Context: an optimization exercise on an open-source flow, tuned for small area, a short achievable clock period and few clock cycles per item. The choices shown serve that exercise and are no tape-out recipe.
In this exercise RTL edits were held to simulation tests only and were not proved equivalent to the original.
Power is estimated from default activity; no workload was simulated.

// lpc_synth
module lpc_synth (
    input  wire        clk,
    input  wire        rst,
    input  wire        in_valid,
    output wire        in_ready,
    input  wire [15:0] in_data,
    output wire        out_valid,
    input  wire        out_ready,
    output wire [15:0] out_data,
    output wire [7:0]  out_sexp
);
Size in the first run: about 23000 cells after synthesis.
==> flow/config.mk <==
export PLATFORM = sky130hd
export DESIGN_NAME = lpc_synth
export DESIGN_NICKNAME = lpc_synth
export VERILOG_FILES = /design/flow/design.v
export SDC_FILE = /design/flow/constraint.sdc
export NUM_CORES = 8
export LEC_CHECK = 0
export ABC_AREA = 1
export CAP_MARGIN = 20
export CORE_MARGIN = 2
export CORE_UTILIZATION = 40
export PLACE_DENSITY = 0.6
export SLEW_MARGIN = 20
==> flow/constraint.sdc <==
create_clock -name core_clock -period 12.0 [get_ports {clk}]
set_input_delay 2.4000 -clock core_clock [delete_from_list [all_inputs] [get_ports {clk}]]
set_output_delay 2.4000 -clock core_clock [all_outputs]
set_load 0.01 [all_outputs]
standard.sh (not shown) runs the stock make flow with config.mk's settings and CLKGATE_MAP_FILE= SYNTH_SCRIPT=/design/flow/synth_recipe.tcl, a recipe that flattens the netlist after the stock synthesis.
==> flow/flow/run.sh <==
#!/bin/bash
set -euo pipefail
bash standard.sh SETUP_SLACK_MARGIN=7.6 finish > standard.log 2>&1
Testbench counts at the start, summed over its fixed seeds: cycles 21,564, frames 60.
Next try:
- CORE_UTILIZATION: 40 -> 55
- PLACE_DENSITY: 0.6 -> 0.72
The changed run finished clean; synthesized cell count does not change; register-to-register slack loses 0.16 ns; final area falls slightly.

lpc_synth, a different RTL version from the one above (not shown whole).
For scale: ~25000 cells after synthesis, ~4800 flip-flops, about 46 I/O pins, about 240000 sq um of cells after synthesis.
clock: 12.0 ns
lec_check: 0
abc_area: 1
cap_margin: 5
core_margin: 2
core_utilization: 55
place_density: 0.72
slew_margin: 5
Scripts as last shown in full above: flow/flow/run.sh
Testbench counts at the start, summed over its fixed seeds: cycles 21,564, frames 60.
Edit:
Settings changed: CAP_MARGIN 5 to 20, CORE_UTILIZATION 55 to 40, PLACE_DENSITY 0.72 to 0.6, SLEW_MARGIN 5 to 20.
=>
- The changed run completed with no timing, DRC or antenna violations
- hold slack gains 59 ps
- worst setup slack loses 26 ps
- total power is higher by a few percent
- clock-buffer cell count is higher by 37
- clock power is higher by a little under a tenth
- routed wire length is higher by a few percent
Edit:
==> flow/flow/run.sh (replaced) <==
#!/bin/bash
set -euo pipefail
bash standard.sh SETUP_SLACK_MARGIN=8.0 finish > standard.log 2>&1
Settings changed: CAP_MARGIN 20 to 10, CORE_UTILIZATION 40 to 55, PLACE_DENSITY 0.6 to 0.72, SLEW_MARGIN 20 to 10.
Critical path depth fell by 7.
Register-to-register slack is better by 310 ps.
Synthesized cell count is unchanged.
Power hardly moves.
Setup slack is better by 240 ps.
Utilization rose by 16 points.
Die area fell by 27%.
Final cell count fell by 6.6%.
Routed wire length fell by about 4.3%.
Edit:
==> flow/flow/run.sh (replaced) <==
#!/bin/bash
set -euo pipefail
bash standard.sh SETUP_SLACK_MARGIN=7.6 finish > standard.log 2>&1
Clock-buffer cell count goes up by 4.
Setup slack got worse by 210 ps.
Cell count drops by about 0.4%.
Register-to-register slack gets worse by 280 ps.
Clock skew decreases by 6.8 ps.

## lane 1
Another version of the RTL of lpc_synth (not shown whole).
For scale: roughly 4500 flip-flops, about 46 I/O pins, roughly 250000 um^2 of cells after synthesis.
clock: 12.0 ns
lec_check: 0
cap_margin: 20
core_margin: 2
core_utilization: 40
place_density: 0.6
slew_margin: 20
==> flow/flow/run.sh <==
#!/bin/bash
set -euo pipefail
bash standard.sh SETUP_SLACK_MARGIN=8.2 finish > standard.log 2>&1
Testbench counts of lane 1, summed over its fixed seeds: cycles 21,564, frames 60.
--- input diff lane 1..lane 2 ---
==> flow/run.sh (new file) <==
#!/bin/bash
# synth_recipe.tcl (not shown) runs the flow's synth.tcl, then flattens the netlist and writes it again
# the make line also repeats each setting of config.mk as NAME=value (left out here)
make -C /OpenROAD-flow-scripts/flow DESIGN_CONFIG=/design/flow/config.mk WORK_HOME=/design/flow/orfs CLKGATE_MAP_FILE= SYNTH_SCRIPT=/design/flow/synth_recipe.tcl finish
removed: flow/flow/run.sh
removed: flow/standard.sh
Notes after the runs:
Taking lane 1 as the reference, in lane 2 violation count after the first detailed-routing iteration went down; number of multi-input combinational cells in the layout did not really move; static leakage went down; number of non-clock buffers went down. Higher proportion of cell area occupied by registers goes to lane 2 over lane 1. As of lane 2, final area had fallen by a few percent compared to lane 1. The overall routed net length reported for lane 2 is smaller than that of lane 1 by 31000 um. Lane 2 ends up with lower global-route usage than lane 1 does. Summary of the comparison: combinational fraction of design power is lower in lane 2, relative to lane 1.

harbor:
lpc_synth with an RTL version that a note above also has.
Size: about 4800 flip-flops, about 46 I/O pins, roughly 240000 um2 of cells after synthesis.
## lpc_synth
module lpc_synth (
    input  wire        clk,
    input  wire        rst,
    input  wire        in_valid,
    output wire        in_ready,
    input  wire [15:0] in_data,
    output wire        out_valid,
    input  wire        out_ready,
    output wire [15:0] out_data,
    output wire [7:0]  out_sexp
);
    localparam [2:0] M_COEF  = 3'd0,    
                     M_PRIME = 3'd1,    
                     M_RUN   = 3'd2,    
                     M_LOAD  = 3'd3,    
                     M_DELTA = 3'd4,    
                     M_ALIGN = 3'd5,    
                     M_DRAIN = 3'd6;    
    reg  [2:0]  mode;
    reg         ph;           
    reg         rpass;        
    reg         conc;         
    reg         resc;         
    reg         spec;         
    reg  [3:0]  wcnt;         
    reg  [6:0]  lw;           
    reg  [4:0]  nxn;          
    reg  [6:0]  t;            
    reg  [6:0]  t0;           
    reg  [7:0]  sc;           
    reg  [7:0]  rqfb;         
    reg  [7:0]  wa;           
    reg  [6:0]  nc;           
    reg  [2:0]  dstep;        
  ...
==> flow/config.mk <==
export PLATFORM = sky130hd
export DESIGN_NAME = lpc_synth
export DESIGN_NICKNAME = lpc_synth
export VERILOG_FILES = /design/flow/design.v
export SDC_FILE = /design/flow/constraint.sdc
export NUM_CORES = 8
export LEC_CHECK = 0
export ABC_AREA = 1
export CAP_MARGIN = 10
export CORE_MARGIN = 2
export CORE_UTILIZATION = 55
export PLACE_DENSITY = 0.72
export SLEW_MARGIN = 10
==> flow/constraint.sdc <==
create_clock -name core_clock -period 12.0 [get_ports {clk}]
set_input_delay 2.4000 -clock core_clock [delete_from_list [all_inputs] [get_ports {clk}]]
set_output_delay 2.4000 -clock core_clock [all_outputs]
set_load 0.01 [all_outputs]
==> flow/flow/run.sh <==
#!/bin/bash
set -euo pipefail
bash standard.sh SETUP_SLACK_MARGIN=8.2 finish > standard.log 2>&1
Testbench counts of harbor, summed over its fixed seeds: cycles 21,564, frames 60.
What maple does differently from harbor at the input level:
==> flow/flow/run.sh <==
#!/bin/bash
set -euo pipefail
bash standard.sh SETUP_SLACK_MARGIN=8.4 finish > standard.log 2>&1
### Flow results
Taking harbor as the reference, in maple die area about even, fraction of power consumed by the clock network has decreased. Going from harbor to maple, sequential portion of the cell area shrinks by 0.85 points. maple has completed all stages; timing, DRC and antenna checks passed. Of maple and harbor, the lower routed wire length belongs to harbor. Status: count of inverters other than clock inverters in the layout parity (harbor, maple). harbor -> maple: reported combinational group power increased by a few percent. [compare] base=harbor new=maple: worst hold slack neither gained nor lost much; non-clock buffer count picked up an extra 51%; cell-internal power picked up an extra 3.6%. | proportion of synthesized chip area in sequential cells | maple vs harbor | ≈ equal |.
Setup changes, maple to willow
- PLACE_DENSITY changed from 0.72 to 0.78
- CORE_UTILIZATION changed from 55 to 62
==> flow/flow/run.sh <==
#!/bin/bash
set -euo pipefail
bash standard.sh SETUP_SLACK_MARGIN=7.6 finish > standard.log 2>&1
## What came out
maple -> willow: detailed-route vias per instance increased by a few percent
In willow the floorplan row count turned out 15 lower than in maple.
Number of flip-flops and latches came out exactly the same in maple and willow.
Changes observed in willow relative to maple: fmax dropped about 8%; setup fix buffers added after clock tree synthesis shows a reduction of 223; global-route usage +2.5 points.
Per the comparison of willow with maple, TritonCTS buffer count lower; non-clock buffer count lower; ratio of final minimum period to clock period higher; highest ir drop seen on vdd lower.
| final cell count | higher: maple |
## Diff of input files: lagoon against willow
- CORE_UTILIZATION now 40, was 62
- PLACE_DENSITY now 0.6, was 0.78
==> flow/flow/run.sh <==
#!/bin/bash
set -euo pipefail
bash standard.sh SETUP_SLACK_MARGIN=8.0 finish > standard.log 2>&1
### Flow results
- Standby leakage power up about 1.6% in lagoon wrt willow
- Changes observed in lagoon relative to willow: count of buffers not belonging to the clock network in the layout went up by 125, non-clock buffer contribution to total cell area went up by 0.53 points, detailed-routed wire length on met3 went down by 22 mm.
- In the metrics for willow and lagoon, the one carrying the lower critical path depth is lagoon.

[static timing again, ports no longer ideal]
How much do the figures lean on ideal ports? The routed layouts below were timed once more, with nothing changed but the port constraints.
Step 1 sets driving cells, clkbuf_16 on the clock port and buf_2 on the other inputs (assumed; they add their load-dependent delay and slew).
Step 2 adds t to the input delays and takes it off the output delays; t is the mean of the earliest and latest rising clock arrival at the registers after step 1. Input paths then give back, and output paths get back, about the clock's delay inside the block.
Slacks: ideal ports / drivers / drivers and shift; pairs: ideal ports / drivers.
run | t (ns) | setup WS [ns] | clock arrival spread, ns
the first run of note 1 | 1.186 | 6.616 / 6.616 / 6.616 | 0.082 / 0.082
the second run of note 1 | 1.152 | 6.453 / 6.453 / 6.453 | 0.143 / 0.143
the first run of note 2 | 1.135 | 7.587 / 7.534 / 6.804 | 0.138 / 0.137
the second run of note 2 | 1.196 | 7.561 / 7.561 / 6.759 | 0.103 / 0.103
the third run of note 2 | 1.176 | 7.801 / 7.669 / 7.092 | 0.143 / 0.144
the fourth run of note 2 | 1.135 | 7.587 / 7.534 / 6.804 | 0.138 / 0.137
lane 1 | 1.159 | 7.462 / 7.462 / 7.123 | 0.133 / 0.133
lane 2 | 1.157 | 6.356 / 6.356 / 6.356 | 0.140 / 0.140
harbor | 1.161 | 7.847 / 7.729 / 7.177 | 0.131 / 0.132
maple | 1.167 | 7.906 / 7.768 / 7.448 | 0.111 / 0.111
willow | 1.146 | 7.534 / 7.534 / 6.752 | 0.135 / 0.135
lagoon | 1.182 | 7.933 / 7.802 / 7.079 | 0.096 / 0.096
After both steps every run listed still meets setup and hold. For lagoon, which loses most, drivers alone change the setup slack by -0.131 ns; drivers and shift together by -0.854 ns.
